Context: an optimization exercise on an open-source flow, tuned for small area. The choices shown serve that exercise and are no tape-out recipe. Function was checked by simulation only, so behaviour that the tests miss may differ from the original. Power figures rest on the tool's default switching activity, not on a simulated workload.

## cwe_engine
module cwe_engine (
    input  wire        clk,
    input  wire        rst,             
    input  wire        req_valid,
    output wire        req_ready,
    input  wire [3:0]  req_op,
    input  wire        req_dir,         
    input  wire [31:0] req_a0,
    input  wire [31:0] req_a1,
    output wire        res_valid,
    output wire [3:0]  res_status,
    output wire [31:0] res_value,
    output wire [31:0] res_x1,
    output wire        res_len8,
    output wire [7:0]  res_terr,
    output wire        t_req_valid,
    output wire [1:0]  t_req_kind,      
    output wire [31:0] t_req_word,      
    output wire [15:0] t_req_len,       
    input  wire        t_ack,
    input  wire        t_err,
    input  wire [7:0]  t_errcode,
    input  wire [31:0] t_rdata,
    output wire        p_resume_req,    
    input  wire        p_done,
    input  wire        p_ok,
    output wire        p_release,       
    input  wire        completion,
    input  wire        cmode,           
    input  wire        tick,
    input  wire [31:0] now,
    output reg  [31:0] last_resp,
    output reg  [31:0] last_ts,
    output reg         last_valid
);
clock: 10.0 ns
lec_check: 0
cap_margin: 20
core_margin: 2
core_utilization: 55
cts_buf_list: sky130_fd_sc_hd__clkbuf_4
slew_margin: 20
run.sh (not shown) runs the stock make flow with config.mk's settings and CLKGATE_MAP_FILE= SYNTH_SCRIPT=/design/flow/synth_recipe.tcl, a recipe that flattens the netlist after the stock synthesis.
The starting point completed without violations.
==> next run, changes <==
Settings changed: CORE_UTILIZATION 55 to 40, CTS_BUF_LIST sky130_fd_sc_hd__clkbuf_4 to not set.
Non-clock buffer count stays the same.
Clock-buffer cell count shrinks by 53.
Clock skew falls by 0.024 ns.
Worst setup slack improves by 0.14 ns.
Register-to-register slack improved by 0.02 ns.
Cell area climbs slightly.
Maximum frequency came out higher by a few percent.
Sequential share of layout area is lower by 0.60 points.
Die area rose by well over a third.
Core utilization drops by 20 points.
Global-route usage falls by 9.3 points.
==> next run, changes <==
Settings changed: CORE_UTILIZATION 40 to 70.
=>
- This time the run died in global routing (5_1_grt), error GRT-0116
- area after synthesis stays the same
- synthesized cell count does not change
==> next run, changes <==
==> flow/flow/run.sh (new file) <==
#!/bin/bash
# Layout flow: the standard ORFS flow (standard.sh), with the port
# buffers that global placement inserts on every input and output made of
# the platform's smallest buffer (buf_1) instead of the resizer's default
# choice. Everything else is the standard flow, unchanged.
set -euo pipefail
export BUFFER_PORTS_ARGS="-buffer_cell sky130_fd_sc_hd__buf_1"
bash standard.sh > flow_make.log 2>&1
==> flow/standard.sh (new file) <==
#!/bin/bash
# synth_recipe.tcl (not shown) runs the flow's synth.tcl, then flattens the netlist and writes it again
# the make line also repeats each setting of config.mk as NAME=value (left out here)
make -C /OpenROAD-flow-scripts/flow DESIGN_CONFIG=/design/flow/config.mk WORK_HOME=/design/flow/orfs CLKGATE_MAP_FILE= SYNTH_SCRIPT=/design/flow/synth_recipe.tcl "${@:-finish}"
Settings changed: CORE_UTILIZATION 70 to 50, CTS_BUF_LIST set to sky130_fd_sc_hd__clkbuf_8, CTS_CLUSTER_SIZE set to 30.
removed: flow/run.sh
Result:
- Now the flow finished with timing, DRC and antenna clean
- synthesized cell count does not change
- synthesized area is unchanged

---

Setup of run 1:
Another version of the RTL of cwe_engine (not shown whole).
Size: roughly 830 cells after synthesis, roughly 220 flip-flops, roughly 350 I/O pins.
clock: 10.0 ns
lec_check: 0
cap_margin: 0
core_margin: 2
core_utilization: 62
cts_buf_list: sky130_fd_sc_hd__clkbuf_16
cts_cluster_diameter: 60
cts_cluster_size: 30
slew_margin: 0
standard.sh (not shown) runs the stock make flow with config.mk's settings and CLKGATE_MAP_FILE= SYNTH_SCRIPT=/design/flow/synth_recipe.tcl, a recipe that flattens the netlist after the stock synthesis.
==> flow/flow/run.sh <==
#!/bin/bash
# Layout flow: the standard ORFS flow (standard.sh), with the port
# buffers that global placement inserts on every input and output made of
# the platform's smallest buffer (buf_1) instead of the resizer's default
# choice. Everything else is the standard flow, unchanged.
set -euo pipefail
export BUFFER_PORTS_ARGS="-buffer_cell sky130_fd_sc_hd__buf_1"
bash standard.sh > flow_make.log 2>&1
## Diff of input files: run 2 against run 1
Settings: a change of SLEW_MARGIN from 0 to 20; a change of CAP_MARGIN from 0 to 20.
Status: total power parity (run 1, run 2). On final area, run 2 and run 1 are basically level. Run 2 and run 1 ended up with nearly the same portion of the clock cycle consumed by the worst path in the final layout.
Inputs modified between run 2 and run 3:
Settings: CTS_CLUSTER_DIAMETER changed from 60 to 100.
Findings:
- The higher design area of run 2 and run 3 is in run 2.
- Comparing run 3 against run 2, there is no change at all in sequential element share of the synthesized area.
- As far as number of buffers inserted by port buffering goes, run 2 and run 3 are indistinguishable; the numbers are identical.
Setup changes, run 3 to run 4
Settings: CTS_CLUSTER_DIAMETER now 50, was 100; SLEW_MARGIN now 0, was 20; CTS_CLUSTER_SIZE now 34, was 30; CAP_MARGIN now 0, was 20; CORE_UTILIZATION now 70, was 62.
### Flow results
Cmp run 4 vs run 3: initial DRC count higher in run 4
From run 3 to run 4 the numbers moved as follows: sum of routed wire length over all layers has increased; final worst-path cycle share saw a decrease; average wire length per cell after detail routing went up.
Taking run 3 over run 4, the wire length of the first global-routing pass ratio works out to 0.949.
Summary: die area, run 4 better than run 3

---

cwe_engine, a different RTL version from the one above (not shown whole).
Size: roughly 870 cells after synthesis, about 220 flip-flops, roughly 350 I/O pins, ~10000 sq um of cells after synthesis.
Design cwe_engine, start of the top module:
module cwe_engine (
    input  wire        clk,
    input  wire        rst,             
    input  wire        req_valid,
    output wire        req_ready,
    input  wire [3:0]  req_op,
    input  wire        req_dir,         
    input  wire [31:0] req_a0,
    input  wire [31:0] req_a1,
    output wire        res_valid,
    output wire [3:0]  res_status,
    output wire [31:0] res_value,
    output wire [31:0] res_x1,
    output wire        res_len8,
    output wire [7:0]  res_terr,
    output wire        t_req_valid,
    output wire [1:0]  t_req_kind,      
    output wire [31:0] t_req_word,      
    output wire [15:0] t_req_len,       
    input  wire        t_ack,
    input  wire        t_err,
    input  wire [7:0]  t_errcode,
    input  wire [31:0] t_rdata,
    output wire        p_resume_req,    
    input  wire        p_done,
    input  wire        p_ok,
    output wire        p_release,       
    input  wire        completion,
    input  wire        cmode,           
    input  wire        tick,
    input  wire [31:0] now,
    output reg  [31:0] last_resp,
    output reg  [31:0] last_ts,
    output reg         last_valid
);
==> flow/config.mk <==
export PLATFORM = sky130hd
export DESIGN_NAME = cwe_engine
export DESIGN_NICKNAME = cwe_engine
export VERILOG_FILES = /design/flow/design.v
export SDC_FILE = /design/flow/constraint.sdc
export NUM_CORES = 4
export LEC_CHECK = 0
export CAP_MARGIN = 20
export CORE_MARGIN = 2
export CORE_UTILIZATION = 50
export CTS_BUF_LIST = sky130_fd_sc_hd__clkbuf_8
export CTS_CLUSTER_SIZE = 30
export SLEW_MARGIN = 20
==> flow/constraint.sdc <==
create_clock -name core_clock -period 10.0 [get_ports {clk}]
set_input_delay 2.0000 -clock core_clock [delete_from_list [all_inputs] [get_ports {clk}]]
set_output_delay 2.0000 -clock core_clock [all_outputs]
set_load 0.01 [all_outputs]
Scripts as last shown in full above: flow/flow/run.sh
The baseline finished with timing, DRC and antenna clean.
Change:
CTS_BUF_LIST = sky130_fd_sc_hd__clkbuf_16   (was sky130_fd_sc_hd__clkbuf_8)
CTS_CLUSTER_DIAMETER = 60   (was default)
Power decreases by 6.2%.
Final cell count came out lower by 2.5%.
Worst setup slack improves by 0.064 ns.
Clock skew went down by 0.0058 ns.
Critical path depth is unchanged.

---

oak:
Another version of the RTL of cwe_engine (not shown whole).
For scale: about 830 cells after synthesis, about 230 flip-flops, roughly 350 I/O pins.
Settings: LEC_CHECK=0, CAP_MARGIN=20, CORE_MARGIN=2, CORE_UTILIZATION=50, CTS_BUF_LIST=sky130_fd_sc_hd__clkbuf_16, CTS_CLUSTER_DIAMETER=60, CTS_CLUSTER_SIZE=30, SLEW_MARGIN=20; clock period 10.0 ns.
Scripts as last shown in full above: flow/flow/run.sh
No stage failed in oak, and the final checks on the layout all came back clean.
What pine does differently from oak at the input level:
Settings: CORE_UTILIZATION changed from 50 to 62.
==> comparison <==
Against oak, pine reports a share of the clock period used by the worst path that is lower.
Relative to oak, global-route usage has gone up in pine.
Slew of the pin with the lowest slew margin was higher in the run labelled oak.
In summary, pine completed successfully, with a layout that passed the timing, design-rule and antenna checks.

---

v6:
Another version of the RTL of cwe_engine (not shown whole).
For scale: roughly 860 cells after synthesis, ~210 flip-flops, roughly 350 I/O pins, ~9900 µm² of cells after synthesis.
==> flow/design.v (excerpt) <==
module cwe_engine (
    input  wire        clk,
    input  wire        rst,             
    input  wire        req_valid,
    output wire        req_ready,
    input  wire [3:0]  req_op,
    input  wire        req_dir,         
    input  wire [31:0] req_a0,
    input  wire [31:0] req_a1,
    output wire        res_valid,
    output wire [3:0]  res_status,
    output wire [31:0] res_value,
    output wire [31:0] res_x1,
    output wire        res_len8,
    output wire [7:0]  res_terr,
    output wire        t_req_valid,
    output wire [1:0]  t_req_kind,      
    output wire [31:0] t_req_word,      
    output wire [15:0] t_req_len,       
    input  wire        t_ack,
    input  wire        t_err,
    input  wire [7:0]  t_errcode,
    input  wire [31:0] t_rdata,
    output wire        p_resume_req,    
    input  wire        p_done,
    input  wire        p_ok,
    output wire        p_release,       
    input  wire        completion,
    input  wire        cmode,           
    input  wire        tick,
    input  wire [31:0] now,
    output reg  [31:0] last_resp,
    output reg  [31:0] last_ts,
    output reg         last_valid
);
clock: 10.0 ns
lec_check: 0
cap_margin: 20
core_margin: 2
core_utilization: 62
cts_buf_list: sky130_fd_sc_hd__clkbuf_16
cts_cluster_diameter: 60
cts_cluster_size: 30
slew_margin: 20
Scripts as last shown in full above: flow/flow/run.sh
v6 | stages: all done | timing, DRC, antenna: all pass
Input changes introduced in v7 (baseline for comparison: v6):
# v6
export LEC_CHECK = 0
export CAP_MARGIN = 20
export CORE_MARGIN = 2
export CORE_UTILIZATION = 62
export CTS_BUF_LIST = sky130_fd_sc_hd__clkbuf_16
export CTS_CLUSTER_DIAMETER = 60
export CTS_CLUSTER_SIZE = 30
export SLEW_MARGIN = 20
create_clock -name core_clock -period 10.0 [get_ports {clk}]
# v7
export LEC_CHECK = 0
export CAP_MARGIN = 20
export CORE_MARGIN = 2
export CORE_UTILIZATION = 62
export CTS_BUF_LIST = sky130_fd_sc_hd__clkbuf_16
export CTS_CLUSTER_DIAMETER = 100
export CTS_CLUSTER_SIZE = 30
export SLEW_MARGIN = 20
create_clock -name core_clock -period 10.0 [get_ports {clk}]
==> comparison <==
Area growth from synthesis to layout was higher in the run labelled v6.
Comparing v6 and v7, clock-cell share of area is lower on v7.
Total power, v6 and v7: larger value in v6
Comparing v6 and v7, the lower peak per-stage delay on the critical path was measured on v7.

[separate check: timing with driven ports]
The results above use ideal ports. As a check the final layouts listed here were re-extracted and re-timed, cells and wires unchanged. Step 1 sets driving cells, clkbuf_16 on the clock port and buf_2 on the other inputs (assumed; they add their load-dependent delay and slew). Step 2 times the ports against the registers' clock, not the clock port: input delays grow and output delays shrink by t, the midpoint of the rising clock arrivals with the driver on. Three values: ideal ports, drivers, drivers and shift; two values: the first two.
run | shift t [ns] | setup WS [ns] | slew at the worst register clock pin (ns) | pins driven straight from the clock port
the first run of note 1 | 0.718 | 4.416 / 4.368 / 5.086 | 0.08 / 0.08 | 1
the second run of note 1 | 0.564 | 4.551 / 4.503 / 5.006 | 0.07 / 0.07 | 1
the fourth run of note 1 | 0.556 | 5.034 / 4.988 / 5.451 | 0.07 / 0.07 | 1
run 1 | 0.520 | 5.161 / 5.118 / 5.637 | 0.10 / 0.10 | 1
run 2 | 0.520 | 5.158 / 5.114 / 5.633 | 0.10 / 0.10 | 1
run 3 | 0.506 | 5.163 / 5.118 / 5.624 | 0.12 / 0.12 | 1
run 4 | 0.528 | 5.213 / 5.166 / 5.486 | 0.09 / 0.09 | 1
the first run of note 3 | 0.556 | 4.853 / 4.811 / 5.367 | 0.07 / 0.07 | 1
the second run of note 3 | 0.544 | 4.917 / 4.871 / 5.415 | 0.09 / 0.09 | 1
oak | 0.546 | 5.296 / 5.249 / 5.558 | 0.09 / 0.09 | 1
pine | 0.522 | 5.334 / 5.292 / 5.591 | 0.10 / 0.10 | 1
v6 | 0.522 | 5.083 / 5.039 / 5.561 | 0.11 / 0.11 | 1
v7 | 0.502 | 5.135 / 5.095 / 5.596 | 0.12 / 0.12 | 1
After both steps every run listed still meets setup and hold.
